Context: an optimization exercise on an open-source flow, tuned for small area, a short achievable clock period and few clock cycles. The choices shown serve that exercise and are no tape-out recipe.
In this exercise RTL edits were held to simulation tests only and were not proved equivalent to the original.
Power figures rest on the tool's default switching activity, not on a simulated workload.

==> flow/design.v, too long to show whole: its modules and the start of the top module <==
// module vs_layout: 1762 lines
module vs_layout (
    input  wire        clk,
    input  wire        rst,
    input  wire        start,
    input  wire [4:0]  fmt,
    input  wire [14:0] w,
    input  wire [14:0] h,
    output reg         done,
    output wire [3:0]  errcode,    
    output wire [1:0]  nplanes,
    output wire [31:0] total,
    output wire [14:0] p0_w, p1_w, p2_w,
    output wire [14:0] p0_h, p1_h, p2_h,
    output wire [16:0] p0_stride, p1_stride, p2_stride,
    output wire [31:0] p0_offset, p1_offset, p2_offset,
    output wire [31:0] p0_size, p1_size, p2_size,
    output wire [1:0]  p0_role, p1_role, p2_role
);
  // ...
==> flow/flow/run.sh <==
#!/bin/bash
# The standard layout, with the port buffers made of the plain buffer
# sky130_fd_sc_hd__buf_1 instead of ORFS's default choice (a delay cell).
set -euo pipefail
cd "$(dirname "$0")/.."
export BUFFER_PORTS_ARGS="-buffer_cell sky130_fd_sc_hd__buf_1"
bash standard.sh SETUP_SLACK_MARGIN=6 finish > standard_flow.log 2>&1
==> flow/standard.sh <==
#!/bin/bash
# synth_recipe.tcl (not shown) runs the flow's synth.tcl, then flattens the netlist and writes it again
# the make line also repeats each setting of config.mk as NAME=value (left out here)
make -C /OpenROAD-flow-scripts/flow DESIGN_CONFIG=/design/flow/config.mk WORK_HOME=/design/flow/orfs CLKGATE_MAP_FILE= SYNTH_SCRIPT=/design/flow/synth_recipe.tcl "${@:-finish}"
==> flow/config.mk <==
export PLATFORM = sky130hd
export DESIGN_NAME = vs_layout
export DESIGN_NICKNAME = vs_layout
export VERILOG_FILES = /design/flow/design.v
export SDC_FILE = /design/flow/constraint.sdc
export NUM_CORES = 4
export LEC_CHECK = 0
export ABC_AREA = 1
export CAP_MARGIN = 20
export CORE_MARGIN = 2
export CORE_UTILIZATION = 60
export SETUP_SLACK_MARGIN = 5
export SLEW_MARGIN = 20
==> flow/constraint.sdc <==
create_clock -name core_clock -period 14.0 [get_ports {clk}]
set_input_delay 2.8000 -clock core_clock [delete_from_list [all_inputs] [get_ports {clk}]]
set_output_delay 2.8000 -clock core_clock [all_outputs]
set_load 0.01 [all_outputs]
==> flow_summary.html, run 1 <==
<table>
<tr><th>Metric</th><th>Value</th></tr>
<tr><th colspan="2">Clocking</th></tr>
<tr><td>Number of buffers added for setup after CTS</td><td>1</td></tr>
<tr><td>Number of gates resized after CTS</td><td>12</td></tr>
<tr><td>Clock-pin slew reported for the worst setup and hold paths after clock tree synthesis</td><td>approximately 0.060 ns</td></tr>
<tr><th colspan="2">Floorplan</th></tr>
<tr><td>Die extent in y</td><td>between 150 and 200 um</td></tr>
<tr><td>Number of placed I/O pins</td><td>about 420</td></tr>
<tr><td>X dimension of the die</td><td>~190 um</td></tr>
<tr><td>Full die area</td><td>~36,000 sq um</td></tr>
<tr><th colspan="2">Placement</th></tr>
<tr><td>Placer's final routability congestion estimate</td><td>roughly 0.94</td></tr>
<tr><th colspan="2">Run status</th></tr>
<tr><td>Outcome</td><td>timing/DRC/antenna clean</td></tr>
<tr><th colspan="2">Global route</th></tr>
<tr><td>First-pass GRT wire length</td><td>a little under 100 mm</td></tr>
<tr><td>Remaining Overflow, GRT</td><td>0</td></tr>
<tr><td>Most crowded layer after global routing</td><td>met2</td></tr>
<tr><td>Antenna violations before repair</td><td>0</td></tr>
<tr><th colspan="2">Min path</th></tr>
<tr><td>Number of cells traversed by the worst hold path</td><td>2</td></tr>
<tr><th colspan="2">Worst setup path</th></tr>
<tr><td>Element type at the critical path start</td><td>flop</td></tr>
<tr><td>Critical path data required time</td><td>between 10 and 15 ns</td></tr>
<tr><td>Max Fanout on Critical Path</td><td>7</td></tr>
<tr><td>Critical path start-end classification</td><td>reg -&gt; out</td></tr>
<tr><th colspan="2">Timing</th></tr>
<tr><td>Slew of the pin with the lowest slew margin</td><td>between 0.7 and 0.8 ns</td></tr>
<tr><td>Final hold violations</td><td>0</td></tr>
<tr><td>Final-report setup violation count</td><td>0</td></tr>
<tr><th colspan="2">Cells and area</th></tr>
<tr><td>Clock buffer instance count of the final layout</td><td>18</td></tr>
<tr><td>Count of non-CTS buffers in the layout</td><td>374</td></tr>
<tr><td>Non-clock buffering overhead</td><td>0.0671</td></tr>
<tr><td>Leading registers by flop count</td><td>qc x28, qs x28, tr x17</td></tr>
<tr><th colspan="2">Synth</th></tr>
<tr><td>Post-synth EDFFs</td><td>0</td></tr>
<tr><td>Share of the yosys chip area belonging to registers</td><td>0.123</td></tr>
<tr><td>Synthesized instance count</td><td>approximately 3,000</td></tr>
<tr><td>Syn avg cell area</td><td>between 6 and 7 sq um</td></tr>
<tr><th colspan="2">Detailed routing</th></tr>
<tr><td>DRC marker count from the first detailed-route iteration</td><td>about 1,300</td></tr>
<tr><td>Highest routed metal layer</td><td>met4</td></tr>
</table>
Testbench counts, summed over its fixed seeds: cycles 3,200.
==> run 2: changes to the inputs <==
==> flow/flow/run.sh (replaced) <==
#!/bin/bash
# The standard layout, with the port buffers made of the plain buffer
# sky130_fd_sc_hd__buf_1 instead of ORFS's default choice (a delay cell),
# and timing repair aiming at a setup slack of 6.4 ns.
set -euo pipefail
cd "$(dirname "$0")/.."
export BUFFER_PORTS_ARGS="-buffer_cell sky130_fd_sc_hd__buf_1"
bash standard.sh SETUP_SLACK_MARGIN=6.4 finish > standard_flow.log 2>&1
--- a/flow/config.mk
+++ b/flow/config.mk
@@ -11,2 +11,3 @@
 export CORE_UTILIZATION = 60
+export PLACE_DENSITY = 0.72
 export SETUP_SLACK_MARGIN = 5
==> run 2 against run 1 <==
Against the previous run:
- still clean
- clock power increased by 2%
- utilization increased by 2.9 points
- hold slack improved by 0.0066 ns
- critical path depth grew 1
- design area rose by 4.5%
- sequential share of layout area shrank 0.44 points
- fmax grew 5.3%
- non-clock buffer count is 40 higher
- power up 8.3%
- global-route usage increased by 0.54 points
- sequential power increased by 0.7%
- largest cell class unchanged
==> flow_summary.html, run 2 <==
<table>
<tr><th>Metric</th><th>Value</th></tr>
<tr><th colspan="2">Synth</th></tr>
<tr><td>Post-synthesis instance area</td><td>~21,000 sq um</td></tr>
<tr><td>Top cell types by occurrence after synthesis</td><td>653 x sky130_fd_sc_hd__nand2_1, 500 x sky130_fd_sc_hd__inv_1, 305 x sky130_fd_sc_hd__nor2_1</td></tr>
<tr><td>Dominant cell by count in the synthesized netlist</td><td>sky130_fd_sc_hd__nand2_1</td></tr>
<tr><td>Async S/R FF share, synth</td><td>0</td></tr>
<tr><td>Synthesized instance count</td><td>3,014 (unchanged)</td></tr>
<tr><td>Syn avg cell area</td><td>6.92 sq um (unchanged)</td></tr>
<tr><td>FF+latch count, synth</td><td>128</td></tr>
<tr><td>Synth top area cells</td><td>sky130_fd_sc_hd__fa_1 20%, sky130_fd_sc_hd__dfxtp_1 12%, sky130_fd_sc_hd__nand2_1 12%, sky130_fd_sc_hd__ha_1 10%, sky130_fd_sc_hd__inv_1 9.0%</td></tr>
<tr><td>Post-synth EDFFs</td><td>0 (unchanged)</td></tr>
<tr><td>Most instantiated flip-flop cell in the synthesis netlist</td><td>sky130_fd_sc_hd__dfxtp_1</td></tr>
<tr><td>Share of the yosys chip area belonging to registers</td><td>0.123 (unchanged)</td></tr>
<tr><td>Portion of synthesized cell area occupied by the leading cell type</td><td>0.203</td></tr>
<tr><td>Number of distinct library cells after synthesis</td><td>56</td></tr>
<tr><td>Most area-hungry cell type in the Yosys netlist</td><td>sky130_fd_sc_hd__fa_1</td></tr>
<tr><td>Synth warn</td><td>1</td></tr>
<tr><th colspan="2">Detailed routing</th></tr>
<tr><td>DRC violation count after routing</td><td>0</td></tr>
<tr><td>Number of vias per cell</td><td>about 5.4</td></tr>
<tr><td>Routed length per placed instance</td><td>approximately 17 um</td></tr>
<tr><td>Routed Antenna Nets</td><td>0</td></tr>
<tr><td>Vias post-DR</td><td>~20,000</td></tr>
<tr><td>Length of the first detailed-routing pass in iterations</td><td>8</td></tr>
<tr><td>Wire length after detailed routing</td><td>63.0 mm</td></tr>
<tr><td>DRC marker count from the first detailed-route iteration</td><td>1,575 (+19%)</td></tr>
<tr><th colspan="2">Run status</th></tr>
<tr><td>Outcome</td><td>timing/DRC/antenna clean</td></tr>
<tr><th colspan="2">Timing</th></tr>
<tr><td>Fin Hold WS</td><td>about 2.5 ns</td></tr>
<tr><td>Minimum clock period</td><td>about 7.5 ns</td></tr>
<tr><td>Share of the clock period used by the worst path</td><td>0.533</td></tr>
<tr><td>Slew of the pin with the lowest slew margin</td><td>1.01 ns (+0.221 ns)</td></tr>
<tr><td>Worst-case headroom to the max-slew limit</td><td>0.320</td></tr>
<tr><td>RSZ-0062 raised after global routing</td><td>true</td></tr>
<tr><td>Final hold violations</td><td>0 (unchanged)</td></tr>
<tr><td>Final-report setup violation count</td><td>0 (unchanged)</td></tr>
<tr><td>Max-slew violation count</td><td>0</td></tr>
<tr><td>Final TNS setup</td><td>0 ns</td></tr>
<tr><td>Maximum clock rate</td><td>134 MHz</td></tr>
<tr><th colspan="2">Floorplan</th></tr>
<tr><td>Die extent in y</td><td>190 um (unchanged)</td></tr>
<tr><td>Number of placed I/O pins</td><td>416 (unchanged)</td></tr>
<tr><td>Starting density of the core</td><td>0.607</td></tr>
<tr><td>X dimension of the die</td><td>190 um (unchanged)</td></tr>
<tr><td>Full die area</td><td>36,300 sq um (unchanged)</td></tr>
<tr><td>Floorplan Core Area</td><td>roughly 34,000 sq um</td></tr>
<tr><td>Count of standard-cell rows</td><td>around 70</td></tr>
<tr><th colspan="2">Worst setup path</th></tr>
<tr><td>Crit path capture type</td><td>flop</td></tr>
<tr><td>Critical path data required time</td><td>14.30 ns (+3.10 ns)</td></tr>
<tr><td>Critical path start-end classification</td><td>in -&gt; reg</td></tr>
<tr><td>Element type at the critical path start</td><td>primary input</td></tr>
<tr><td>WP data arrival</td><td>a little under 8 ns</td></tr>
<tr><td>Max Fanout on Critical Path</td><td>11 (+4)</td></tr>
<tr><th colspan="2">Global route</th></tr>
<tr><td>All-Layer GR Usage</td><td>0.340</td></tr>
<tr><td>Remaining Overflow, GRT</td><td>0 (unchanged)</td></tr>
<tr><td>Antenna violations before repair</td><td>0 (unchanged)</td></tr>
<tr><td>Vias in the first global route</td><td>around 19,000</td></tr>
<tr><td>Pin count of the biggest net entering global routing</td><td>between 70 and 80</td></tr>
<tr><td>First-pass GRT wire length</td><td>97.8 mm (+1.6%)</td></tr>
<tr><th colspan="2">Job</th></tr>
<tr><td>Maximum Capacitance Violations</td><td>0</td></tr>
<tr><th colspan="2">Placement</th></tr>
<tr><td>Placer's final routability congestion estimate</td><td>0.968 (+2.7%)</td></tr>
<tr><td>Cell Count Post-Placement</td><td>around 3,600</td></tr>
<tr><td>Number of port buffers</td><td>between 300 and 400</td></tr>
<tr><td>HPWL after detailed placement</td><td>49.7 mm</td></tr>
<tr><th colspan="2">Cells and area</th></tr>
<tr><td>Leading registers by flop count</td><td>qc x28, qs x28, tr x17</td></tr>
<tr><td>End-of-flow core utilization</td><td>0.673</td></tr>
<tr><td>Commonest non-fill, non-tap cell in the layout</td><td>sky130_fd_sc_hd__nand2_1</td></tr>
<tr><td>Filler-free cell count of the finished design</td><td>approximately 3,700</td></tr>
<tr><td>Fraction of final layout cells sized beyond drive strength 1</td><td>0.103</td></tr>
<tr><td>Sequential cell area</td><td>~2600 sq um</td></tr>
<tr><td>Combined area of the multi-input logic cells</td><td>approximately 16,000 sq um</td></tr>
<tr><td>Leading cell types in the layout, fill and taps excluded</td><td>620 x sky130_fd_sc_hd__nand2_1, 492 x sky130_fd_sc_hd__inv_1, 333 x sky130_fd_sc_hd__buf_1</td></tr>
<tr><td>Antenna diodes</td><td>0</td></tr>
<tr><td>Area growth, synth to finish</td><td>10.9%</td></tr>
<tr><td>Filler Cells Inserted</td><td>3,102</td></tr>
<tr><td>Final #Nets</td><td>around 3,700</td></tr>
<tr><th colspan="2">Power</th></tr>
<tr><td>Switching power as a share of total power</td><td>0.563</td></tr>
<tr><td>Switching power total</td><td>roughly 3.0 mW</td></tr>
<tr><td>Max VDD drop</td><td>0.241 mV</td></tr>
<tr><td>LEAKAGE</td><td>approximately 12 nW</td></tr>
<tr><td>Cell Int Power</td><td>about 2.3 mW</td></tr>
<tr><td>Relative contribution of combinational cells to total power</td><td>0.808</td></tr>
<tr><td>Part of the power in registers</td><td>0.107</td></tr>
<tr><td>Total power density per cell area</td><td>about 230 nW/um^2</td></tr>
<tr><td>Proportion of power drawn by the clock network</td><td>0.086</td></tr>
<tr><th colspan="2">Clocking</th></tr>
<tr><td>Number of buffers added by the clock tree synthesis step</td><td>17</td></tr>
<tr><td>CTS Root Buffer Type</td><td>sky130_fd_sc_hd__clkbuf_16</td></tr>
<tr><td>Clock-pin slew reported for the worst setup and hold paths after clock tree synthesis</td><td>0.06 ns (about the same)</td></tr>
<tr><td>Number of H-tree branching levels</td><td>4</td></tr>
<tr><td>Hold buffer count at CTS</td><td>0</td></tr>
<tr><td>Maximum clock insertion buffer count</td><td>2</td></tr>
<tr><td>Clock sink count</td><td>around 130</td></tr>
<tr><td>Clock tree from TritonCTS</td><td>built</td></tr>
<tr><th colspan="2">Min path</th></tr>
<tr><td>Min-Delay Path Class</td><td>in -&gt; reg</td></tr>
</table>
[run 2: power groups by stage]
stage               logic (mW)  clock network [mW]  registers, mW
floorplan                 3.12                   0          0.535
global placement          3.63                   0          0.567
detailed placement        3.75                   0          0.570
CTS                       3.89               0.457          0.563
global route              4.81               0.474          0.577
finish                    4.30               0.456          0.568
[run 2: cell families after synthesis]
logic type / count (synthesis) / synth area share
simple gates: 1295 / 0.265
buf+inv: 791 / 0.180
flops: 128 / 0.123
fa+ha+maj: 383 / 0.306
xor+xnor: 70 / 0.0294
compound gates: 345 / 0.0958
other cells: 2 / 0.000360
[run 2: through the flow]
| stage | power [mW] | instance area [sq um] | setup slack [ns] |
|---|---|---|---|
| global placement | 4.20 | 21200 | 5.68 |
| global route | 5.86 | 23100 | 6.33 |
| floorplan | 3.66 | 21100 | 6.49 |
| detailed placement | 4.32 | 21200 | 5.59 |
| finish | 5.33 | 23100 | 6.54 |
| CTS | 4.91 | 22200 | 6.40 |
[run 2: what timing repair did]
item / 4_1_cts / 5_1_grt
setup buffers: 14 / 36
pin swaps: 16 / 65
setup endpoints to repair: 65 / 63
resized for setup: 75 / 148
[run 2: worst max-delay path: stages]
cell and delay [ns]:
sky130_fd_sc_hd__buf_2 0.13, sky130_fd_sc_hd__inv_1 0.10, sky130_fd_sc_hd__ha_1 0.18, sky130_fd_sc_hd__inv_1 0.05, sky130_fd_sc_hd__ha_2 0.18, sky130_fd_sc_hd__ha_4 0.17
sky130_fd_sc_hd__nand3_4 0.11, sky130_fd_sc_hd__inv_4 0.06, sky130_fd_sc_hd__buf_4 0.13, sky130_fd_sc_hd__ha_1 0.18, sky130_fd_sc_hd__xnor2_1 0.13, sky130_fd_sc_hd__o211ai_1 0.20
sky130_fd_sc_hd__nand3_1 0.11, sky130_fd_sc_hd__nand2_2 0.29, sky130_fd_sc_hd__inv_2 0.21, sky130_fd_sc_hd__nor2_1 0.19, sky130_fd_sc_hd__fa_1 0.48, sky130_fd_sc_hd__fa_1 0.56
sky130_fd_sc_hd__inv_1 0.06, sky130_fd_sc_hd__fa_1 0.42, sky130_fd_sc_hd__fa_1 0.52, sky130_fd_sc_hd__inv_1 0.05, sky130_fd_sc_hd__fa_1 0.43
[run 2: cell type report]
type	instances	share of cell area
Clock inverter	12	0.00682
Sequential cell	128	0.112
Multi-Input combinational cell	2154	0.674
Inverter	521	0.0853
Tap cell	455	0.0246
Timing Repair Buffer	414	0.0791
Clock buffer	20	0.0189
[run 2: worst paths after layout]
check             start      to  slack [ns]  cells past startpoint
hold / removal      rst    done        2.51                      2
setup / recovery   w[1]  qc[14]        6.54                     23
[run 2: metal layers]
layer,part of all wire,GRT usage,vias up
met3,0.068,0.0394,130
li1,-,-,9594
met1,0.43,0.457,9600
met4,0.027,0.110,0
met5,0,0,-
met2,0.47,0.570,860
==> run 3: changes to the inputs <==
--- a/flow/config.mk
+++ b/flow/config.mk
@@ -11,3 +11,2 @@
 export CORE_UTILIZATION = 60
-export PLACE_DENSITY = 0.72
 export SETUP_SLACK_MARGIN = 5
==> run 3 against run 2 <==
Against the previous run:
- still clean on timing, DRC and antenna
- non-clock buffer count is 16 lower
- critical path depth did not move
- combinational power hardly changed
- fmax fell by 0.15%
- synthesized cell count stayed put
- routed wire length decreased by 1.1%
- count of clock-buffer cells in the layout shrank 2
- global-route usage shrank 0.14 points
- clock power is 2% lower
- sequential share of layout area increased by 0.052 points
- design area fell by 0.65%
- first-iteration DRC count fell by 17%
- critical path type is now reg -> out
- largest power group unchanged
- highest routed layer unchanged
==> flow_summary.html, run 3 <==
<table>
<tr><th>Metric</th><th>Value</th></tr>
<tr><th colspan="2">Run status</th></tr>
<tr><td>Outcome</td><td>timing/DRC/antenna clean</td></tr>
<tr><th colspan="2">Job</th></tr>
<tr><td>Maximum Capacitance Violations</td><td>0 (unchanged)</td></tr>
<tr><th colspan="2">Synth</th></tr>
<tr><td>Synth top area cells</td><td>sky130_fd_sc_hd__fa_1 20%, sky130_fd_sc_hd__dfxtp_1 12%, sky130_fd_sc_hd__nand2_1 12%, sky130_fd_sc_hd__ha_1 10%, sky130_fd_sc_hd__inv_1 9.0%</td></tr>
<tr><td>Share of the yosys chip area belonging to registers</td><td>0.123 (unchanged)</td></tr>
<tr><td>Post-synthesis instance area</td><td>20,900 sq um (unchanged)</td></tr>
<tr><td>Syn avg cell area</td><td>6.92 sq um (unchanged)</td></tr>
<tr><td>Number of distinct library cells after synthesis</td><td>56 (unchanged)</td></tr>
<tr><td>Post-synth EDFFs</td><td>0 (unchanged)</td></tr>
<tr><td>FF+latch count, synth</td><td>128 (unchanged)</td></tr>
<tr><td>Synth warn</td><td>1 (unchanged)</td></tr>
<tr><td>Top cell types by occurrence after synthesis</td><td>653 x sky130_fd_sc_hd__nand2_1, 500 x sky130_fd_sc_hd__inv_1, 305 x sky130_fd_sc_hd__nor2_1</td></tr>
<tr><td>Portion of synthesized cell area occupied by the leading cell type</td><td>0.203 (unchanged)</td></tr>
<tr><td>Most instantiated flip-flop cell in the synthesis netlist</td><td>sky130_fd_sc_hd__dfxtp_1</td></tr>
<tr><td>XOR/XNOR share of the synthesized area</td><td>0.0294 (unchanged)</td></tr>
<tr><td>Synthesized instance count</td><td>3,014 (unchanged)</td></tr>
<tr><td>Synthesized-area fraction occupied by and/or/nand/nor cells</td><td>0.265 (unchanged)</td></tr>
<tr><td>Compound-cell area share of the yosys netlist</td><td>0.0958 (unchanged)</td></tr>
<tr><td>Async S/R FF share, synth</td><td>0 (unchanged)</td></tr>
<tr><td>Largest family of logic cells by synthesized area</td><td>adder cells</td></tr>
<tr><td>Most area-hungry cell type in the Yosys netlist</td><td>sky130_fd_sc_hd__fa_1</td></tr>
<tr><td>Share of synthesized area spent on multiplexers</td><td>0 (unchanged)</td></tr>
<tr><td>Adder and majority cell fraction of the synthesized area</td><td>0.306 (unchanged)</td></tr>
<tr><td>Dominant cell by count in the synthesized netlist</td><td>sky130_fd_sc_hd__nand2_1</td></tr>
<tr><th colspan="2">Worst setup path</th></tr>
<tr><td>Critical path start-end classification</td><td>reg -&gt; out</td></tr>
<tr><td>Setup crit start</td><td>qc[13]</td></tr>
<tr><td>Crit path capture type</td><td>output port</td></tr>
<tr><td>Critical path data required time</td><td>11.20 ns (-3.10 ns)</td></tr>
<tr><td>WP data arrival</td><td>4.67 ns (-3.09 ns)</td></tr>
<tr><td>Max Fanout on Critical Path</td><td>6 (-5)</td></tr>
<tr><td>Element type at the critical path start</td><td>flop</td></tr>
<tr><th colspan="2">Clocking</th></tr>
<tr><td>Number of H-tree branching levels</td><td>4 (unchanged)</td></tr>
<tr><td>Number of buffers added by the clock tree synthesis step</td><td>17 (unchanged)</td></tr>
<tr><td>Clock sink count</td><td>128 (unchanged)</td></tr>
<tr><td>Clock-pin slew reported for the worst setup and hold paths after clock tree synthesis</td><td>0.07 ns (about the same)</td></tr>
<tr><td>Clock tree from TritonCTS</td><td>built</td></tr>
<tr><td>CTS Root Buffer Type</td><td>sky130_fd_sc_hd__clkbuf_16</td></tr>
<tr><td>Maximum clock insertion buffer count</td><td>2 (unchanged)</td></tr>
<tr><th colspan="2">Cells and area</th></tr>
<tr><td>Combined area of the multi-input logic cells</td><td>15,600 sq um (about the same)</td></tr>
<tr><td>Sequential cell area</td><td>2580 sq um (-0.19%)</td></tr>
<tr><td>Final #Nets</td><td>3,641 (-0.44%)</td></tr>
<tr><td>Leading registers by flop count</td><td>qc x28, qs x28, tr x17</td></tr>
<tr><td>Antenna diodes</td><td>0 (unchanged)</td></tr>
<tr><td>Filler Cells Inserted</td><td>3,093 (-0.29%)</td></tr>
<tr><td>Area growth, synth to finish</td><td>10.1%</td></tr>
<tr><td>Commonest non-fill, non-tap cell in the layout</td><td>sky130_fd_sc_hd__nand2_1</td></tr>
<tr><td>Leading cell types in the layout, fill and taps excluded</td><td>621 x sky130_fd_sc_hd__nand2_1, 493 x sky130_fd_sc_hd__inv_1, 332 x sky130_fd_sc_hd__buf_1</td></tr>
<tr><td>Fraction of final layout cells sized beyond drive strength 1</td><td>0.0974 (-0.00537)</td></tr>
<tr><th colspan="2">Timing</th></tr>
<tr><td>Fin Hold WS</td><td>2.51 ns (-0.00653 ns)</td></tr>
<tr><td>Maximum clock rate</td><td>134 MHz (-0.15%)</td></tr>
<tr><td>Worst-case headroom to the max-slew limit</td><td>0.478 (+0.158)</td></tr>
<tr><td>Final hold violations</td><td>0 (unchanged)</td></tr>
<tr><td>Minimum clock period</td><td>7.47 ns (+0.0110 ns)</td></tr>
<tr><td>Final-report setup violation count</td><td>0 (unchanged)</td></tr>
<tr><td>Final TNS setup</td><td>0 ns (unchanged)</td></tr>
<tr><td>RSZ-0062 raised after global routing</td><td>true</td></tr>
<tr><td>Share of the clock period used by the worst path</td><td>0.533 (+0.000787)</td></tr>
<tr><td>Max-slew violation count</td><td>0 (unchanged)</td></tr>
<tr><td>Slew of the pin with the lowest slew margin</td><td>0.780 ns (-0.234 ns)</td></tr>
<tr><th colspan="2">Power</th></tr>
<tr><td>Switching power total</td><td>3.04 mW (+1.3%)</td></tr>
<tr><td>Proportion of power drawn by the clock network</td><td>0.084 (-0.002)</td></tr>
<tr><td>Relative contribution of combinational cells to total power</td><td>0.809 (about the same)</td></tr>
<tr><td>Switching power as a share of total power</td><td>0.571 (+0.00816)</td></tr>
<tr><td>Part of the power in registers</td><td>0.106 (about the same)</td></tr>
<tr><td>LEAKAGE</td><td>11.8 nW (-0.69%)</td></tr>
<tr><td>Cell Int Power</td><td>2.28 mW (-2.0%)</td></tr>
<tr><td>Final Total Pwr</td><td>5.32 mW (-0.13%)</td></tr>
<tr><td>Total power density per cell area</td><td>232 nW/um^2 (+0.53%)</td></tr>
<tr><td>Max VDD drop</td><td>0.273 mV (+13%)</td></tr>
<tr><th colspan="2">Global route</th></tr>
<tr><td>Remaining Overflow, GRT</td><td>0 (unchanged)</td></tr>
<tr><td>Antenna violations before repair</td><td>0 (unchanged)</td></tr>
<tr><td>Pin count of the biggest net entering global routing</td><td>52 (-32%)</td></tr>
<tr><td>All-Layer GR Usage</td><td>0.338 (-0.00142)</td></tr>
<tr><td>First-pass GRT wire length</td><td>97.5 mm (-0.35%)</td></tr>
<tr><td>Vias in the first global route</td><td>18,794 (-1.7%)</td></tr>
<tr><th colspan="2">Floorplan</th></tr>
<tr><td>Full die area</td><td>36,300 sq um (unchanged)</td></tr>
<tr><td>X dimension of the die</td><td>190 um (unchanged)</td></tr>
<tr><td>Number of placed I/O pins</td><td>416 (unchanged)</td></tr>
<tr><td>Floorplan Core Area</td><td>34,400 sq um (unchanged)</td></tr>
<tr><td>Count of standard-cell rows</td><td>68 (unchanged)</td></tr>
<tr><td>Die extent in y</td><td>190 um (unchanged)</td></tr>
<tr><td>Starting density of the core</td><td>0.607 (unchanged)</td></tr>
<tr><th colspan="2">Detailed routing</th></tr>
<tr><td>Wire length after detailed routing</td><td>62.3 mm (-1.1%)</td></tr>
<tr><td>Routed length per placed instance</td><td>16.9 um (-0.63%)</td></tr>
<tr><td>Number of vias per cell</td><td>5.40 (-0.85%)</td></tr>
<tr><td>Length of the first detailed-routing pass in iterations</td><td>5 (-3)</td></tr>
<tr><td>Routed Antenna Nets</td><td>0 (unchanged)</td></tr>
<tr><td>Vias post-DR</td><td>19,926 (-1.3%)</td></tr>
<tr><td>DRC marker count from the first detailed-route iteration</td><td>1,311 (-17%)</td></tr>
<tr><td>DRC violation count after routing</td><td>0 (unchanged)</td></tr>
<tr><th colspan="2">Min path</th></tr>
<tr><td>Worst Min Path Start</td><td>rst</td></tr>
<tr><td>Min-Delay Path Class</td><td>in -&gt; reg</td></tr>
<tr><th colspan="2">Placement</th></tr>
<tr><td>Number of port buffers</td><td>355 (unchanged)</td></tr>
<tr><td>Placer's final routability congestion estimate</td><td>0.942 (-2.6%)</td></tr>
<tr><td>HPWL after detailed placement</td><td>49.2 mm (-0.94%)</td></tr>
</table>
[run 3: power groups by stage]
stage                     clock network [mW]  registers [mW]  logic [mW]
after floorplan                            0           0.535        3.12
after global placement                     0           0.569        3.62
after detailed placement                   0           0.571        3.74
after CTS                              0.452           0.563        3.89
after global routing                   0.467           0.576        4.81
final                                  0.449           0.566        4.31
[run 3: logic make-up (layout without fill, tap and decap cells)]
logic type      after synthesis  in the layout
compound gates              345            345
fa+ha+maj                   383            383
other cells                   2             61
xor+xnor                     70             70
buf+inv                     791            951
simple gates               1295           1295
flops                       128            128
[run 3: path summary, 6_finish.rpt]
kind / end / slack, ns / depth (start not counted)
setup / recovery: total[28] / 6.53 / 23
hold / removal: done / 2.51 / 2
[run 3: final cells by class]
class / count / share of cell area
clock buffer: 18 / 0.0191
clock inverter: 14 / 0.00616
inverter: 521 / 0.0857
multi-input combinational: 2154 / 0.678
sequential: 128 / 0.112
tap: 455 / 0.0248
timing repair buffer: 398 / 0.0737
[run 3: critical path, stage by stage, from the launching register on]
cell and delay, ns:
sky130_fd_sc_hd__dfxtp_2 0.34, sky130_fd_sc_hd__fa_1 0.50, sky130_fd_sc_hd__ha_4 0.30, sky130_fd_sc_hd__nand2_1 0.09, sky130_fd_sc_hd__nor3_4 0.25, sky130_fd_sc_hd__and2_4 0.18, sky130_fd_sc_hd__nand2_2 0.06, sky130_fd_sc_hd__nand2_4 0.08
sky130_fd_sc_hd__fa_2 0.46, sky130_fd_sc_hd__a22oi_2 0.24, sky130_fd_sc_hd__o21ai_2 0.11, sky130_fd_sc_hd__buf_4 0.19, sky130_fd_sc_hd__ha_1 0.23, sky130_fd_sc_hd__a21oi_4 0.14, sky130_fd_sc_hd__o21bai_1 0.11, sky130_fd_sc_hd__nand2_1 0.10
sky130_fd_sc_hd__nand2_2 0.09, sky130_fd_sc_hd__nand2_2 0.09, sky130_fd_sc_hd__nand3_4 0.12, sky130_fd_sc_hd__a21oi_1 0.20, sky130_fd_sc_hd__nand2_1 0.08, sky130_fd_sc_hd__nand2_1 0.08, sky130_fd_sc_hd__nand2_1 0.05, sky130_fd_sc_hd__buf_1 0.12
[run 3: repair_timing]
item	CTS	global route
endpoints found under the setup margin	66	67
gates resized for setup	69	143
hold buffers	0	0
setup buffers	15	19
pin swaps	18	55
hold endpoints to repair	0	0
[run 3: layer usage]
| layer | global-route usage | vias to the layer above | wire, um |
|---|---|---|---|
| met5 | 0 | - | 0 |
| met4 | 0.126 | 0 | 2150 |
| met3 | 0.0418 | 126 | 4020 |
| met2 | 0.550 | 822 | 28800 |
| met1 | 0.462 | 9416 | 27300 |
| li1 | - | 9562 | - |
[run 3: per-stage QoR]
| step | worst slack [ns] | utilization | std cells | area [sq um] |
|---|---|---|---|---|
| 2_1_floorplan | 6.49 | - | 3073 | 21100 |
| 3_3_place_gp | 5.66 | 0.618 | 3622 | 21200 |
| 3_5_place_dp | 5.57 | 0.618 | 3622 | 21200 |
| 4_1_cts | 6.40 | 0.646 | 3669 | 22200 |
| 5_1_grt | 6.28 | 0.668 | 3688 | 23000 |
| 6_report | 6.53 | 0.668 | 3688 | 23000 |
==> run 4: changes to the inputs <==
--- a/flow/config.mk
+++ b/flow/config.mk
@@ -10,3 +10,3 @@
 export CORE_MARGIN = 2
-export CORE_UTILIZATION = 60
+export CORE_UTILIZATION = 64
 export SETUP_SLACK_MARGIN = 5
==> run 4 against run 3 <==
Against the previous run:
- fmax is essentially flat
- flip-flop and latch count unchanged
- clock power decreased by 2%
- cell count decreased by 0.24%
- count of clock-buffer cells in the layout rose by 1
- critical path depth down 3
- critical path type is now in -> reg
==> flow_summary.html, run 4 <==
<table>
<tr><th>Metric</th><th>Value</th></tr>
<tr><th colspan="2">Power</th></tr>
<tr><td>Cell Int Power</td><td>2.32 mW (+1.5%)</td></tr>
<tr><td>Switching power total</td><td>3.10 mW (+2.0%)</td></tr>
<tr><td>Total power density per cell area</td><td>236 nW/um^2 (+1.7%)</td></tr>
<tr><td>Final Total Pwr</td><td>5.42 mW (+1.8%)</td></tr>
<tr><td>Relative contribution of combinational cells to total power</td><td>0.813 (+0.004)</td></tr>
<tr><td>Part of the power in registers</td><td>0.105 (about the same)</td></tr>
<tr><td>Max VDD drop</td><td>0.233 mV (-15%)</td></tr>
<tr><td>Proportion of power drawn by the clock network</td><td>0.082 (-0.002)</td></tr>
<tr><td>Switching power as a share of total power</td><td>0.572 (+0.00132)</td></tr>
<tr><td>LEAKAGE</td><td>11.9 nW (+0.37%)</td></tr>
<tr><th colspan="2">Floorplan</th></tr>
<tr><td>Starting density of the core</td><td>0.646 (+0.0392)</td></tr>
<tr><td>X dimension of the die</td><td>185 um (-3.1%)</td></tr>
<tr><td>Number of placed I/O pins</td><td>416 (unchanged)</td></tr>
<tr><td>Full die area</td><td>34,000 sq um (-6.1%)</td></tr>
<tr><td>Floorplan Core Area</td><td>32,300 sq um (-6.1%)</td></tr>
<tr><td>Count of standard-cell rows</td><td>66 (-2.9%)</td></tr>
<tr><td>Die extent in y</td><td>185 um (-3.1%)</td></tr>
<tr><th colspan="2">Synth</th></tr>
<tr><td>Number of distinct library cells after synthesis</td><td>56 (unchanged)</td></tr>
<tr><td>XOR/XNOR share of the synthesized area</td><td>0.0294 (unchanged)</td></tr>
<tr><td>Synth top area cells</td><td>sky130_fd_sc_hd__fa_1 20%, sky130_fd_sc_hd__dfxtp_1 12%, sky130_fd_sc_hd__nand2_1 12%, sky130_fd_sc_hd__ha_1 10%, sky130_fd_sc_hd__inv_1 9.0%</td></tr>
<tr><td>Share of the yosys chip area belonging to registers</td><td>0.123 (unchanged)</td></tr>
<tr><td>Most instantiated flip-flop cell in the synthesis netlist</td><td>sky130_fd_sc_hd__dfxtp_1</td></tr>
<tr><td>Most area-hungry cell type in the Yosys netlist</td><td>sky130_fd_sc_hd__fa_1</td></tr>
<tr><td>Compound-cell area share of the yosys netlist</td><td>0.0958 (unchanged)</td></tr>
<tr><td>Dominant cell by count in the synthesized netlist</td><td>sky130_fd_sc_hd__nand2_1</td></tr>
<tr><td>Portion of synthesized cell area occupied by the leading cell type</td><td>0.203 (unchanged)</td></tr>
<tr><td>Share of synthesized area spent on multiplexers</td><td>0 (unchanged)</td></tr>
<tr><td>Adder and majority cell fraction of the synthesized area</td><td>0.306 (unchanged)</td></tr>
<tr><td>Syn avg cell area</td><td>6.92 sq um (unchanged)</td></tr>
<tr><td>Synthesized-area fraction occupied by and/or/nand/nor cells</td><td>0.265 (unchanged)</td></tr>
<tr><td>Largest family of logic cells by synthesized area</td><td>adder cells</td></tr>
<tr><td>Synth warn</td><td>1 (unchanged)</td></tr>
<tr><td>Async S/R FF share, synth</td><td>0 (unchanged)</td></tr>
<tr><td>FF+latch count, synth</td><td>128 (unchanged)</td></tr>
<tr><td>Post-synthesis instance area</td><td>20,900 sq um (unchanged)</td></tr>
<tr><td>Top cell types by occurrence after synthesis</td><td>653 x sky130_fd_sc_hd__nand2_1, 500 x sky130_fd_sc_hd__inv_1, 305 x sky130_fd_sc_hd__nor2_1</td></tr>
<tr><td>Post-synth EDFFs</td><td>0 (unchanged)</td></tr>
<tr><td>Synthesized instance count</td><td>3,014 (unchanged)</td></tr>
<tr><th colspan="2">Placement</th></tr>
<tr><td>HPWL after detailed placement</td><td>49.6 mm (+0.92%)</td></tr>
<tr><td>Number of port buffers</td><td>355 (unchanged)</td></tr>
<tr><td>Pre-CTS setup slack</td><td>5.61 ns (+0.0394 ns)</td></tr>
<tr><td>Placer's final routability congestion estimate</td><td>0.954 (+1.3%)</td></tr>
<tr><th colspan="2">Detailed routing</th></tr>
<tr><td>Routed Antenna Nets</td><td>0 (unchanged)</td></tr>
<tr><td>Number of vias per cell</td><td>5.53 (+2.3%)</td></tr>
<tr><td>Length of the first detailed-routing pass in iterations</td><td>6 (+1)</td></tr>
<tr><td>Routed length per placed instance</td><td>17.2 um (+1.8%)</td></tr>
<tr><td>Vias post-DR</td><td>20,344 (+2.1%)</td></tr>
<tr><td>DRC marker count from the first detailed-route iteration</td><td>1,696 (+29%)</td></tr>
<tr><td>Wire length after detailed routing</td><td>63.2 mm (+1.5%)</td></tr>
<tr><td>DRC violation count after routing</td><td>0 (unchanged)</td></tr>
<tr><th colspan="2">Timing</th></tr>
<tr><td>Final hold violations</td><td>0 (unchanged)</td></tr>
<tr><td>Final-report setup violation count</td><td>0 (unchanged)</td></tr>
<tr><td>Max-slew violation count</td><td>0 (unchanged)</td></tr>
<tr><td>Worst path setup slack after routing</td><td>6.53 ns (-0.00575 ns)</td></tr>
<tr><td>RSZ-0062 raised after global routing</td><td>true</td></tr>
<tr><td>Maximum clock rate</td><td>134 MHz (about the same)</td></tr>
<tr><td>Slew of the pin with the lowest slew margin</td><td>1.00 ns (+0.220 ns)</td></tr>
<tr><td>Share of the clock period used by the worst path</td><td>0.534 (about the same)</td></tr>
<tr><td>Minimum clock period</td><td>7.47 ns (+0.00575 ns)</td></tr>
<tr><td>Worst-case headroom to the max-slew limit</td><td>0.330 (-0.148)</td></tr>
<tr><td>Final TNS setup</td><td>0 ns (unchanged)</td></tr>
<tr><th colspan="2">Cells and area</th></tr>
<tr><td>Fraction of final layout cells sized beyond drive strength 1</td><td>0.0970 (-0.000429)</td></tr>
<tr><td>Leading registers by flop count</td><td>qc x28, qs x28, tr x17</td></tr>
<tr><td>Filler Cells Inserted</td><td>2,803 (-9.4%)</td></tr>
<tr><td>Area growth, synth to finish</td><td>10.2% (about the same)</td></tr>
<tr><td>Commonest non-fill, non-tap cell in the layout</td><td>sky130_fd_sc_hd__nand2_1</td></tr>
<tr><td>Sequential cell area</td><td>2570 sq um (-0.19%)</td></tr>
<tr><td>Leading cell types in the layout, fill and taps excluded</td><td>626 x sky130_fd_sc_hd__nand2_1, 494 x sky130_fd_sc_hd__inv_1, 325 x sky130_fd_sc_hd__buf_1</td></tr>
<tr><td>Final #Nets</td><td>3,645 (+0.11%)</td></tr>
<tr><td>Combined area of the multi-input logic cells</td><td>15,600 sq um (about the same)</td></tr>
<tr><td>Antenna diodes</td><td>0 (unchanged)</td></tr>
<tr><th colspan="2">Clocking</th></tr>
<tr><td>Number of H-tree branching levels</td><td>4 (unchanged)</td></tr>
<tr><td>Clock tree from TritonCTS</td><td>built</td></tr>
<tr><td>CTS Root Buffer Type</td><td>sky130_fd_sc_hd__clkbuf_16</td></tr>
<tr><td>Number of buffers added by the clock tree synthesis step</td><td>17 (unchanged)</td></tr>
<tr><td>Hold buffer count at CTS</td><td>0 (unchanged)</td></tr>
<tr><td>Maximum clock insertion buffer count</td><td>2 (unchanged)</td></tr>
<tr><td>Clock sink count</td><td>128 (unchanged)</td></tr>
<tr><td>Clock-pin slew reported for the worst setup and hold paths after clock tree synthesis</td><td>0.07 ns (about the same)</td></tr>
<tr><th colspan="2">Run status</th></tr>
<tr><td>Outcome</td><td>timing/DRC/antenna clean</td></tr>
<tr><th colspan="2">Min path</th></tr>
<tr><td>Min-Delay Path Class</td><td>in -&gt; reg</td></tr>
<tr><td>Number of cells traversed by the worst hold path</td><td>1 (-1)</td></tr>
<tr><td>Worst Min Path Start</td><td>w[0]</td></tr>
<tr><td>Hold Path End</td><td>wr[0]</td></tr>
<tr><th colspan="2">Worst setup path</th></tr>
<tr><td>Critical path data required time</td><td>14.32 ns (+3.12 ns)</td></tr>
<tr><td>Max Fanout on Critical Path</td><td>9 (+3)</td></tr>
<tr><td>Crit path capture type</td><td>flop</td></tr>
<tr><td>Element type at the critical path start</td><td>primary input</td></tr>
<tr><td>Critical path start-end classification</td><td>in -&gt; reg</td></tr>
<tr><td>WP data arrival</td><td>7.79 ns (+3.12 ns)</td></tr>
<tr><th colspan="2">Global route</th></tr>
<tr><td>All-Layer GR Usage</td><td>0.367 (+0.0288)</td></tr>
<tr><td>Vias in the first global route</td><td>19,209 (+2.2%)</td></tr>
<tr><td>First-pass GRT wire length</td><td>98.6 mm (+1.1%)</td></tr>
<tr><td>Pin count of the biggest net entering global routing</td><td>53 (+1.9%)</td></tr>
<tr><td>Antenna violations before repair</td><td>0 (unchanged)</td></tr>
<tr><td>Remaining Overflow, GRT</td><td>0 (unchanged)</td></tr>
<tr><th colspan="2">Job</th></tr>
<tr><td>Maximum Capacitance Violations</td><td>0 (unchanged)</td></tr>
</table>
run 4: cell counts after synthesis:
No cell type changed its count.
run 4: layer usage:
| metal | part of all wire | global-route usage |
|---|---|---|
| met1 | 0.41 | 0.484 |
| met2 | 0.46 | 0.602 |
| met3 | 0.092 | 0.0565 |
| met4 | 0.037 | 0.156 |
| met5 | 0 | 0 |
run 4: critical path, cell delays in order:
cell and delay [ns]:
sky130_fd_sc_hd__buf_2 0.22, sky130_fd_sc_hd__inv_1 0.14, sky130_fd_sc_hd__ha_1 0.23, sky130_fd_sc_hd__a21oi_2 0.15
sky130_fd_sc_hd__nand2_1 0.12, sky130_fd_sc_hd__nand2_1 0.10, sky130_fd_sc_hd__nand2_2 0.12, sky130_fd_sc_hd__fa_1 0.41
sky130_fd_sc_hd__xor2_1 0.15, sky130_fd_sc_hd__o211ai_1 0.22, sky130_fd_sc_hd__o21ai_2 0.22, sky130_fd_sc_hd__inv_2 0.23
sky130_fd_sc_hd__nor2_1 0.09, sky130_fd_sc_hd__fa_1 0.55, sky130_fd_sc_hd__fa_1 0.56, sky130_fd_sc_hd__inv_1 0.05
sky130_fd_sc_hd__fa_1 0.41, sky130_fd_sc_hd__fa_1 0.52, sky130_fd_sc_hd__inv_1 0.06, sky130_fd_sc_hd__fa_1 0.44
run 4: power groups by stage:
stage          combinational [mW]  clock (mW)  sequential, mW
6_report                     4.40       0.441           0.570
5_1_grt                      4.90       0.457           0.577
4_1_cts                      3.92       0.442           0.565
3_5_place_dp                 3.79           0           0.573
3_3_place_gp                 3.63           0           0.570
2_1_floorplan                3.12           0           0.535
run 4: repair_timing:
| action | 4_1_cts | 5_1_grt |
|---|---|---|
| resized for setup | 61 | 155 |
| buffers inserted | 11 | 28 |
| pin swaps | 15 | 42 |
| setup endpoints to repair | 67 | 67 |
run 4: logic make-up (layout without fill, tap and decap cells):
logic type               Yosys count  after routing
adder cells (fa/ha/maj)          383            383
flip-flops                       128            128
AND/OR/NAND/NOR                 1295           1295
buffers and inverters            791            955
AO/OA/AOI/OAI                    345            345
other                              2             61
XOR/XNOR                          70             70
run 4: worst max path at each step:
| stage | start | slack (ns) | cells after the start | endpoint |
|---|---|---|---|---|
| final | w[3] | 6.53 | 20 | qc[12] |
| after global routing | qc[8] | 6.32 | 28 | p2_offset[30] |
| after CTS | qs[7] | 6.34 | 23 | p2_offset[18] |
| after detailed placement | w[7] | 5.61 | 25 | qc[15] |
| after global placement | w[7] | 5.76 | 25 | qc[15] |
| after floorplan | w[0] | 6.49 | 25 | qc[15] |
run 4: cell type report:
type | count | share of cell area
inverters | 521 | 0.0856
repair buffers | 402 | 0.0755
multi-input cells | 2154 | 0.678
well taps | 442 | 0.0241
clock buffers | 19 | 0.0193
clock inverters | 13 | 0.00550
flip-flops and latches | 128 | 0.112
run 4: metrics by stage:
| stage | area (sq um) | hold WS, ns | util | cells |
|---|---|---|---|---|
| 3_5_place_dp | 21200 | 2.96 | 0.657 | 3608 |
| 5_1_grt | 23000 | 2.50 | 0.711 | 3679 |
| 4_1_cts | 22100 | 2.51 | 0.684 | 3651 |
| 6_report | 23000 | 2.49 | 0.711 | 3679 |
| 3_3_place_gp | 21200 | 2.95 | 0.657 | 3608 |
| 2_1_floorplan | 21100 | 2.83 | - | 3073 |
==> run 5: changes to the inputs <==
--- a/flow/config.mk
+++ b/flow/config.mk
@@ -10,3 +10,5 @@
 export CORE_MARGIN = 2
-export CORE_UTILIZATION = 64
+export CORE_UTILIZATION = 60
+export CTS_CLUSTER_DIAMETER = 120
+export CTS_CLUSTER_SIZE = 40
 export SETUP_SLACK_MARGIN = 5
==> run 5 against run 4 <==
Against the previous run:
- first-iteration DRC count fell by 23%
- routed wire length shrank 1.5%
- sequential power decreased by 0.7%
- cell count rose by 0.24%
- fmax barely moved
- utilization is 4.3 points lower
- still clean on timing, DRC and antenna
- area after synthesis did not move
- highest routed layer unchanged
- worst setup slack improved by 0.0057 ns
- design area is essentially flat
==> flow_summary.html, run 5 <==
<table>
<tr><th>Metric</th><th>Value</th></tr>
<tr><th colspan="2">Floorplan</th></tr>
<tr><td>Full die area</td><td>36,300 sq um (+6.5%)</td></tr>
<tr><td>Count of standard-cell rows</td><td>68 (+3.0%)</td></tr>
<tr><td>Starting density of the core</td><td>0.607 (-0.0392)</td></tr>
<tr><td>Floorplan Core Area</td><td>34,400 sq um (+6.5%)</td></tr>
<tr><td>Number of placed I/O pins</td><td>416 (unchanged)</td></tr>
<tr><td>X dimension of the die</td><td>190 um (+3.2%)</td></tr>
<tr><td>Die extent in y</td><td>190 um (+3.2%)</td></tr>
<tr><th colspan="2">Timing</th></tr>
<tr><td>Minimum clock period</td><td>7.47 ns (-0.00575 ns)</td></tr>
<tr><td>Maximum clock rate</td><td>134 MHz (about the same)</td></tr>
<tr><td>Share of the clock period used by the worst path</td><td>0.533 (about the same)</td></tr>
<tr><td>Slew of the pin with the lowest slew margin</td><td>0.780 ns (-0.220 ns)</td></tr>
<tr><td>RSZ-0062 raised after global routing</td><td>true</td></tr>
<tr><td>Final TNS setup</td><td>0 ns (unchanged)</td></tr>
<tr><td>Final-report setup violation count</td><td>0 (unchanged)</td></tr>
<tr><td>Max-slew violation count</td><td>0 (unchanged)</td></tr>
<tr><td>Worst-case headroom to the max-slew limit</td><td>0.478 (+0.148)</td></tr>
<tr><td>Final hold violations</td><td>0 (unchanged)</td></tr>
<tr><th colspan="2">Synth</th></tr>
<tr><td>Largest family of logic cells by synthesized area</td><td>adder cells</td></tr>
<tr><td>Most instantiated flip-flop cell in the synthesis netlist</td><td>sky130_fd_sc_hd__dfxtp_1</td></tr>
<tr><td>Number of distinct library cells after synthesis</td><td>56 (unchanged)</td></tr>
<tr><td>Syn avg cell area</td><td>6.92 sq um (unchanged)</td></tr>
<tr><td>Top cell types by occurrence after synthesis</td><td>653 x sky130_fd_sc_hd__nand2_1, 500 x sky130_fd_sc_hd__inv_1, 305 x sky130_fd_sc_hd__nor2_1</td></tr>
<tr><td>Synthesized instance count</td><td>3,014 (unchanged)</td></tr>
<tr><td>Post-synth EDFFs</td><td>0 (unchanged)</td></tr>
<tr><td>Adder and majority cell fraction of the synthesized area</td><td>0.306 (unchanged)</td></tr>
<tr><td>Share of synthesized area spent on multiplexers</td><td>0 (unchanged)</td></tr>
<tr><td>Compound-cell area share of the yosys netlist</td><td>0.0958 (unchanged)</td></tr>
<tr><td>Synthesized-area fraction occupied by and/or/nand/nor cells</td><td>0.265 (unchanged)</td></tr>
<tr><td>XOR/XNOR share of the synthesized area</td><td>0.0294 (unchanged)</td></tr>
<tr><td>Share of the yosys chip area belonging to registers</td><td>0.123 (unchanged)</td></tr>
<tr><td>FF+latch count, synth</td><td>128 (unchanged)</td></tr>
<tr><td>Post-synthesis instance area</td><td>20,900 sq um (unchanged)</td></tr>
<tr><td>Synth warn</td><td>1 (unchanged)</td></tr>
<tr><td>Dominant cell by count in the synthesized netlist</td><td>sky130_fd_sc_hd__nand2_1</td></tr>
<tr><td>Most area-hungry cell type in the Yosys netlist</td><td>sky130_fd_sc_hd__fa_1</td></tr>
<tr><td>Portion of synthesized cell area occupied by the leading cell type</td><td>0.203 (unchanged)</td></tr>
<tr><td>Synth top area cells</td><td>sky130_fd_sc_hd__fa_1 20%, sky130_fd_sc_hd__dfxtp_1 12%, sky130_fd_sc_hd__nand2_1 12%, sky130_fd_sc_hd__ha_1 10%, sky130_fd_sc_hd__inv_1 9.0%</td></tr>
<tr><td>Async S/R FF share, synth</td><td>0 (unchanged)</td></tr>
<tr><th colspan="2">Detailed routing</th></tr>
<tr><td>Length of the first detailed-routing pass in iterations</td><td>5 (-1)</td></tr>
<tr><td>Routed length per placed instance</td><td>16.9 um (-1.7%)</td></tr>
<tr><td>Wire length after detailed routing</td><td>62.3 mm (-1.5%)</td></tr>
<tr><td>DRC marker count from the first detailed-route iteration</td><td>1,311 (-23%)</td></tr>
<tr><td>Routed Antenna Nets</td><td>0 (unchanged)</td></tr>
<tr><td>Number of vias per cell</td><td>5.40 (-2.3%)</td></tr>
<tr><td>DRC violation count after routing</td><td>0 (unchanged)</td></tr>
<tr><td>Vias post-DR</td><td>19,926 (-2.1%)</td></tr>
<tr><th colspan="2">Worst setup path</th></tr>
<tr><td>Setup crit start</td><td>qc[13]</td></tr>
<tr><td>Buffers plus inverters on the worst setup path</td><td>2 (-3)</td></tr>
<tr><td>Crit path capture type</td><td>output port</td></tr>
<tr><td>Max Fanout on Critical Path</td><td>6 (-3)</td></tr>
<tr><td>Critical path data required time</td><td>11.20 ns (-3.12 ns)</td></tr>
<tr><td>CP max-delay cell</td><td>sky130_fd_sc_hd__fa_1</td></tr>
<tr><td>Biggest cell delay along the critical path</td><td>0.50 ns (-0.06 ns)</td></tr>
<tr><td>WP data arrival</td><td>4.67 ns (-3.12 ns)</td></tr>
<tr><td>Most common cell type on the critical path</td><td>sky130_fd_sc_hd__nand2_1</td></tr>
<tr><td>Top delay family on crit path</td><td>adder cells</td></tr>
<tr><td>Chain of cells forming the critical path</td><td>fa_1, ha_4, nand2_1, nor3_4, and2_4, nand2_2, nand2_4, fa_2, a22oi_2, o21ai_2, buf_4, ha_1, a21oi_4, o21bai_1, nand2_1, nand2_2, nand2_2, nand3_4, a21oi_1, nand2_1, nand2_1, nand2_1, buf_1</td></tr>
<tr><td>Element type at the critical path start</td><td>flop</td></tr>
<tr><td>Critical path start-end classification</td><td>reg -&gt; out</td></tr>
<tr><th colspan="2">Cells and area</th></tr>
<tr><td>Commonest non-fill, non-tap cell in the layout</td><td>sky130_fd_sc_hd__nand2_1</td></tr>
<tr><td>Final #Nets</td><td>3,641 (-0.11%)</td></tr>
<tr><td>Area of all placed cells without fillers</td><td>23,000 sq um (about the same)</td></tr>
<tr><td>Fraction of final layout cells sized beyond drive strength 1</td><td>0.0974 (+0.000429)</td></tr>
<tr><td>Antenna diodes</td><td>0 (unchanged)</td></tr>
<tr><td>Leading cell types in the layout, fill and taps excluded</td><td>621 x sky130_fd_sc_hd__nand2_1, 493 x sky130_fd_sc_hd__inv_1, 332 x sky130_fd_sc_hd__buf_1</td></tr>
<tr><td>Area growth, synth to finish</td><td>10.1% (about the same)</td></tr>
<tr><td>Filler Cells Inserted</td><td>3,093 (+10%)</td></tr>
<tr><td>Leading registers by flop count</td><td>qc x28, qs x28, tr x17</td></tr>
<tr><th colspan="2">Global route</th></tr>
<tr><td>Antenna violations before repair</td><td>0 (unchanged)</td></tr>
<tr><td>All-Layer GR Usage</td><td>0.338 (-0.0288)</td></tr>
<tr><td>First-pass GRT wire length</td><td>97.5 mm (-1.1%)</td></tr>
<tr><td>Pin count of the biggest net entering global routing</td><td>52 (-1.9%)</td></tr>
<tr><td>Vias in the first global route</td><td>18,794 (-2.2%)</td></tr>
<tr><td>Remaining Overflow, GRT</td><td>0 (unchanged)</td></tr>
<tr><th colspan="2">Min path</th></tr>
<tr><td>Hold Path End</td><td>done</td></tr>
<tr><td>Min-Delay Path Class</td><td>in -&gt; reg</td></tr>
<tr><td>Worst Min Path Start</td><td>rst</td></tr>
<tr><td>Number of cells traversed by the worst hold path</td><td>2 (+1)</td></tr>
<tr><th colspan="2">Clocking</th></tr>
<tr><td>Number of H-tree branching levels</td><td>4 (unchanged)</td></tr>
<tr><td>Number of buffers added by the clock tree synthesis step</td><td>17 (unchanged)</td></tr>
<tr><td>CTS Root Buffer Type</td><td>sky130_fd_sc_hd__clkbuf_16</td></tr>
<tr><td>Clock sink count</td><td>128 (unchanged)</td></tr>
<tr><td>Maximum clock insertion buffer count</td><td>2 (unchanged)</td></tr>
<tr><td>Clock-pin slew reported for the worst setup and hold paths after clock tree synthesis</td><td>0.07 ns (about the same)</td></tr>
<tr><td>Clock tree from TritonCTS</td><td>built</td></tr>
<tr><th colspan="2">Placement</th></tr>
<tr><td>Placed inst area</td><td>21,200 sq um (+0.11%)</td></tr>
<tr><td>Number of port buffers</td><td>355 (unchanged)</td></tr>
<tr><td>HPWL after detailed placement</td><td>49.2 mm (-0.91%)</td></tr>
<tr><td>Placer's final routability congestion estimate</td><td>0.942 (-1.3%)</td></tr>
<tr><th colspan="2">Power</th></tr>
<tr><td>LEAKAGE</td><td>11.8 nW (-0.36%)</td></tr>
<tr><td>Total power density per cell area</td><td>232 nW/um^2 (-1.7%)</td></tr>
<tr><td>Max VDD drop</td><td>0.273 mV (+17%)</td></tr>
<tr><th colspan="2">Job</th></tr>
<tr><td>Maximum Capacitance Violations</td><td>0 (unchanged)</td></tr>
<tr><th colspan="2">Run status</th></tr>
<tr><td>Outcome</td><td>timing/DRC/antenna clean</td></tr>
</table>
## run 5: cell counts after synthesis
No cell type changed its count.
## run 5: what timing repair did
item / in CTS / in global routing
cloned: 0 / 0
hold endpoints to repair: 0 / 0
gates resized for setup: 69 / 143
hold buffers: 0 / 0
pin swaps: 18 / 55
buffers inserted: 15 / 19
endpoints found under the setup margin: 66 / 67
## run 5: how the worst max path moves through the flow
| stage | slack [ns] | depth (start not counted) | endpoint |
|---|---|---|---|
| 2_1_floorplan | 6.49 | 25 | qc[15] |
| 3_3_place_gp | 5.66 | 24 | p2_offset[29] |
| 3_5_place_dp | 5.57 | 24 | p2_offset[29] |
| 4_1_cts | 6.40 | 25 | qc[15] |
| 5_1_grt | 6.28 | 25 | total[21] |
| 6_report | 6.53 | 23 | total[28] |
## run 5: metal layers
layer	global-route usage	wire length [um]	up-vias
met5	0	0	-
li1	-	-	9562
met3	0.0418	4020	126
met1	0.462	27300	9416
met2	0.550	28800	822
met4	0.126	2150	0
## run 5: kinds of logic after synthesis
| family | Yosys count |
|---|---|
| buffers and inverters | 791 |
| and+or+nand+nor | 1295 |
| AOI/OAI and AO/OA | 345 |
| adders and majority gates | 383 |
| DFF | 128 |
| xor gates and xnor gates | 70 |
| other | 2 |
## run 5: area by class of cell
| cell class | instances | area, sq um | share of cell area |
|---|---|---|---|
| sequential | 128 | 2580 | 0.112 |
| clock inverter | 14 | 141 | 0.00616 |
| timing repair buffer | 398 | 1690 | 0.0737 |
| clock buffer | 18 | 439 | 0.0191 |
| multi-input combinational | 2154 | 15600 | 0.678 |
| inverter | 521 | 1970 | 0.0857 |
| tap | 455 | 569 | 0.0248 |
## run 5: power by group
part / internal, mW / switching [mW]
Clock: 0.254 / 0.195
Combinational: 1.56 / 2.75
Sequential: 0.470 / 0.0961
## run 5: metrics by stage
step	utilization	power [mW]	hold WS [ns]	std cells	worst slack, ns
floorplan	-	3.66	2.83	3073	6.49
global placement	0.618	4.19	2.96	3622	5.66
finish	0.668	5.32	2.51	3688	6.53
global route	0.668	5.86	2.51	3688	6.28
CTS	0.646	4.91	2.49	3669	6.40
detailed placement	0.618	4.31	2.96	3622	5.57
==> run 6: changes to the inputs <==
==> flow/flow/run.sh (replaced) <==
#!/bin/bash
# The standard layout, with the port buffers made of the plain buffer
# sky130_fd_sc_hd__buf_1 instead of ORFS's default choice (a delay cell),
# and timing repair aiming at a setup slack of 6.6 ns.
set -euo pipefail
cd "$(dirname "$0")/.."
export BUFFER_PORTS_ARGS="-buffer_cell sky130_fd_sc_hd__buf_1"
bash standard.sh SETUP_SLACK_MARGIN=6.6 finish > standard_flow.log 2>&1
--- a/flow/config.mk
+++ b/flow/config.mk
@@ -11,4 +11,2 @@
 export CORE_UTILIZATION = 60
-export CTS_CLUSTER_DIAMETER = 120
-export CTS_CLUSTER_SIZE = 40
 export SETUP_SLACK_MARGIN = 5
==> run 6 against run 5 <==
Against the previous run:
- still clean
- sequential share of layout area down 0.41 points
- first-iteration DRC count up 2.6%
- critical path depth down 2
- count of clock-buffer cells in the layout down 1
- largest cell class unchanged
- largest power group unchanged
==> flow_summary.html, run 6 <==
<table>
<tr><th>Metric</th><th>Value</th></tr>
<tr><th colspan="2">Worst setup path</th></tr>
<tr><td>Top delay family on crit path</td><td>adder cells</td></tr>
<tr><td>Biggest cell delay along the critical path</td><td>0.60 ns (+0.10 ns)</td></tr>
<tr><td>Chain of cells forming the critical path</td><td>fa_1, ha_4, nand2_2, nand2_2, a21oi_4, nand2_4, nand2_4, nand2_4, fa_2, xor2_2, a22oi_2, o21ai_2, ha_4, nand2_4, nor4_4, nand2_2, nand2_4, fa_2, nand2_2, inv_2, buf_6</td></tr>
<tr><td>CP max-delay cell</td><td>sky130_fd_sc_hd__fa_1</td></tr>
<tr><td>Critical path start-end classification</td><td>reg -&gt; out</td></tr>
<tr><td>Buffers plus inverters on the worst setup path</td><td>2 (unchanged)</td></tr>
<tr><td>WP data arrival</td><td>4.62 ns (-0.05 ns)</td></tr>
<tr><th colspan="2">Global route</th></tr>
<tr><td>All-Layer GR Usage</td><td>0.344 (+0.00596)</td></tr>
<tr><td>First-pass GRT wire length</td><td>99.0 mm (+1.5%)</td></tr>
<tr><td>Antenna violations before repair</td><td>0 (unchanged)</td></tr>
<tr><td>Vias in the first global route</td><td>19,053 (+1.4%)</td></tr>
<tr><td>Pin count of the biggest net entering global routing</td><td>77 (+48%)</td></tr>
<tr><td>Remaining Overflow, GRT</td><td>0 (unchanged)</td></tr>
<tr><th colspan="2">Synth</th></tr>
<tr><td>Largest family of logic cells by synthesized area</td><td>adder cells</td></tr>
<tr><td>Adder and majority cell fraction of the synthesized area</td><td>0.306 (unchanged)</td></tr>
<tr><td>Share of synthesized area spent on multiplexers</td><td>0 (unchanged)</td></tr>
<tr><td>Synthesized instance count</td><td>3,014 (unchanged)</td></tr>
<tr><td>Top cell types by occurrence after synthesis</td><td>653 x sky130_fd_sc_hd__nand2_1, 500 x sky130_fd_sc_hd__inv_1, 305 x sky130_fd_sc_hd__nor2_1</td></tr>
<tr><td>Share of the yosys chip area belonging to registers</td><td>0.123 (unchanged)</td></tr>
<tr><td>Most area-hungry cell type in the Yosys netlist</td><td>sky130_fd_sc_hd__fa_1</td></tr>
<tr><td>Portion of synthesized cell area occupied by the leading cell type</td><td>0.203 (unchanged)</td></tr>
<tr><td>Dominant cell by count in the synthesized netlist</td><td>sky130_fd_sc_hd__nand2_1</td></tr>
<tr><td>Synth top area cells</td><td>sky130_fd_sc_hd__fa_1 20%, sky130_fd_sc_hd__dfxtp_1 12%, sky130_fd_sc_hd__nand2_1 12%, sky130_fd_sc_hd__ha_1 10%, sky130_fd_sc_hd__inv_1 9.0%</td></tr>
<tr><td>Post-synthesis instance area</td><td>20,900 sq um (unchanged)</td></tr>
<tr><td>Most instantiated flip-flop cell in the synthesis netlist</td><td>sky130_fd_sc_hd__dfxtp_1</td></tr>
<tr><td>Compound-cell area share of the yosys netlist</td><td>0.0958 (unchanged)</td></tr>
<tr><td>FF+latch count, synth</td><td>128 (unchanged)</td></tr>
<tr><td>Number of distinct library cells after synthesis</td><td>56 (unchanged)</td></tr>
<tr><td>Post-synth EDFFs</td><td>0 (unchanged)</td></tr>
<tr><td>Async S/R FF share, synth</td><td>0 (unchanged)</td></tr>
<tr><th colspan="2">Clocking</th></tr>
<tr><td>Clock tree from TritonCTS</td><td>built</td></tr>
<tr><td>Number of buffers added by the clock tree synthesis step</td><td>17 (unchanged)</td></tr>
<tr><td>Hold buffer count at CTS</td><td>0 (unchanged)</td></tr>
<tr><td>Clock sink count</td><td>128 (unchanged)</td></tr>
<tr><td>Maximum clock insertion buffer count</td><td>2 (unchanged)</td></tr>
<tr><td>Clock-pin slew reported for the worst setup and hold paths after clock tree synthesis</td><td>0.07 ns (about the same)</td></tr>
<tr><th colspan="2">Cells and area</th></tr>
<tr><td>Commonest non-fill, non-tap cell in the layout</td><td>sky130_fd_sc_hd__nand2_1</td></tr>
<tr><td>Area growth, synth to finish</td><td>14.9%</td></tr>
<tr><td>Final #Nets</td><td>3,695 (+1.5%)</td></tr>
<tr><td>Leading registers by flop count</td><td>qc x28, qs x28, tr x17</td></tr>
<tr><td>Filler-free cell count of the finished design</td><td>3,741 (+1.4%)</td></tr>
<tr><td>Antenna diodes</td><td>0 (unchanged)</td></tr>
<tr><th colspan="2">Floorplan</th></tr>
<tr><td>Count of standard-cell rows</td><td>68 (unchanged)</td></tr>
<tr><td>Number of placed I/O pins</td><td>416 (unchanged)</td></tr>
<tr><td>Full die area</td><td>36,300 sq um (unchanged)</td></tr>
<tr><td>X dimension of the die</td><td>190 um (unchanged)</td></tr>
<tr><td>Die extent in y</td><td>190 um (unchanged)</td></tr>
<tr><th colspan="2">Timing</th></tr>
<tr><td>Slew of the pin with the lowest slew margin</td><td>1.05 ns (+0.267 ns)</td></tr>
<tr><td>Final TNS setup</td><td>0 ns (unchanged)</td></tr>
<tr><td>Maximum clock rate</td><td>135 MHz (+0.62%)</td></tr>
<tr><td>Share of the clock period used by the worst path</td><td>0.530 (-0.00328)</td></tr>
<tr><td>Worst-case headroom to the max-slew limit</td><td>0.298 (-0.180)</td></tr>
<tr><td>Minimum clock period</td><td>7.42 ns (-0.0460 ns)</td></tr>
<tr><td>Final hold violations</td><td>0 (unchanged)</td></tr>
<tr><td>Max-slew violation count</td><td>0 (unchanged)</td></tr>
<tr><th colspan="2">Power</th></tr>
<tr><td>Switching power total</td><td>3.16 mW (+4.0%)</td></tr>
<tr><td>Cell Int Power</td><td>2.51 mW (+9.9%)</td></tr>
<tr><td>Proportion of power drawn by the clock network</td><td>0.083 (about the same)</td></tr>
<tr><td>Relative contribution of combinational cells to total power</td><td>0.817 (+0.008)</td></tr>
<tr><td>LEAKAGE</td><td>12.3 nW (+3.6%)</td></tr>
<tr><td>Final Total Pwr</td><td>5.67 mW (+6.6%)</td></tr>
<tr><td>Max VDD drop</td><td>0.303 mV (+11%)</td></tr>
<tr><th colspan="2">Placement</th></tr>
<tr><td>Number of port buffers</td><td>355 (unchanged)</td></tr>
<tr><td>Placer's final routability congestion estimate</td><td>0.945 (+0.35%)</td></tr>
<tr><td>Cell Count Post-Placement</td><td>3,622 (unchanged)</td></tr>
<tr><td>Pre-CTS setup slack</td><td>5.63 ns (+0.0675 ns)</td></tr>
<tr><th colspan="2">Detailed routing</th></tr>
<tr><td>Routed Antenna Nets</td><td>0 (unchanged)</td></tr>
<tr><td>Length of the first detailed-routing pass in iterations</td><td>5 (unchanged)</td></tr>
<tr><td>Number of vias per cell</td><td>5.47 (+1.3%)</td></tr>
<tr><th colspan="2">Run status</th></tr>
<tr><td>Outcome</td><td>timing/DRC/antenna clean</td></tr>
<tr><th colspan="2">Job</th></tr>
<tr><td>Maximum Capacitance Violations</td><td>0 (unchanged)</td></tr>
</table>
## run 6: final cells by class
cell class / count / area, sq um
clock inverters: 14 / 180
multi-input cells: 2154 / 16000
fillers: 3021 / 10400
repair buffers: 452 / 2190
clock buffers: 17 / 425
well taps: 455 / 569
flip-flops and latches: 128 / 2590
inverters: 521 / 1980
## run 6: power by group through the flow
stage	Clock [mW]	Combinational [mW]	Sequential (mW)
global route	0.487	5.14	0.575
detailed placement	0	3.75	0.570
global placement	0	3.61	0.568
floorplan	0	3.12	0.535
finish	0.469	4.63	0.567
CTS	0.473	4.06	0.563
## run 6: per-layer routing
metal	vias to the layer above	global-route usage	routed length, um
met4	0	0.132	2600
met1	9681	0.461	27700
met2	947	0.570	30100
met3	179	0.0412	4570
met5	-	0	0
li1	9666	-	-
## run 6: cell families after synthesis
logic type               Yosys count
XOR/XNOR                          70
flip-flops                       128
AO/OA/AOI/OAI                    345
buffers and inverters            791
AND/OR/NAND/NOR                 1295
other                              2
adder cells (fa/ha/maj)          383
## run 6: path summary, 6_finish.rpt
path | from | to | slack, ns | cells past startpoint
max | tr[5] | p2_offset[18] | 6.58 | 21
min | w[1] | wr[1] | 2.48 | 1
## run 6: through the flow
step                      instance area [sq um]  hold slack, ns   util
after floorplan                           21100            2.83      -
after global placement                    21200            2.96  0.618
after detailed placement                  21200            2.95  0.618
after CTS                                 22700            2.49  0.661
after global routing                      24000            2.47  0.697
final                                     24000            2.48  0.697
## run 6: timing repair
item                                    in CTS  in global routing
endpoints found under the setup margin      73                 68
buffers inserted                            39                 49
cloned                                       0                  0
pin swaps                                   49                103
gates resized for setup                    146                245

-- static timing again, ports no longer ideal --
No port has a modelled driver above. Below, the same layouts with a new extraction and two added sets of constraints.
Step 1 assumes that a clkbuf_16 drives the clock port and a buf_2 every other input.
Step 2 adds t to the input delays and takes it off the output delays; t is the mean of the earliest and latest rising clock arrival at the registers after step 1. Input paths then give back, and output paths get back, about the clock's delay inside the block.
a / b / c = ideal ports / drivers / drivers and shift; a / b = the first two.
run	shift t [ns]	slack for setup (ns)	worst setup path after step 2
run 1	0.489	6.146 / 6.095 / 5.757	input to register
run 2	0.479	6.543 / 6.511 / 6.095	input to register
run 3	0.490	6.532 / 6.481 / 6.119	input to register
run 4	0.490	6.526 / 6.482 / 6.067	input to register
run 5	0.490	6.532 / 6.481 / 6.119	input to register
run 6	0.490	6.578 / 6.527 / 6.296	input to register
After both steps every run listed still meets setup and hold. For run 4, which loses most, drivers alone change the setup slack by -0.044 ns; drivers and shift together by -0.459 ns.
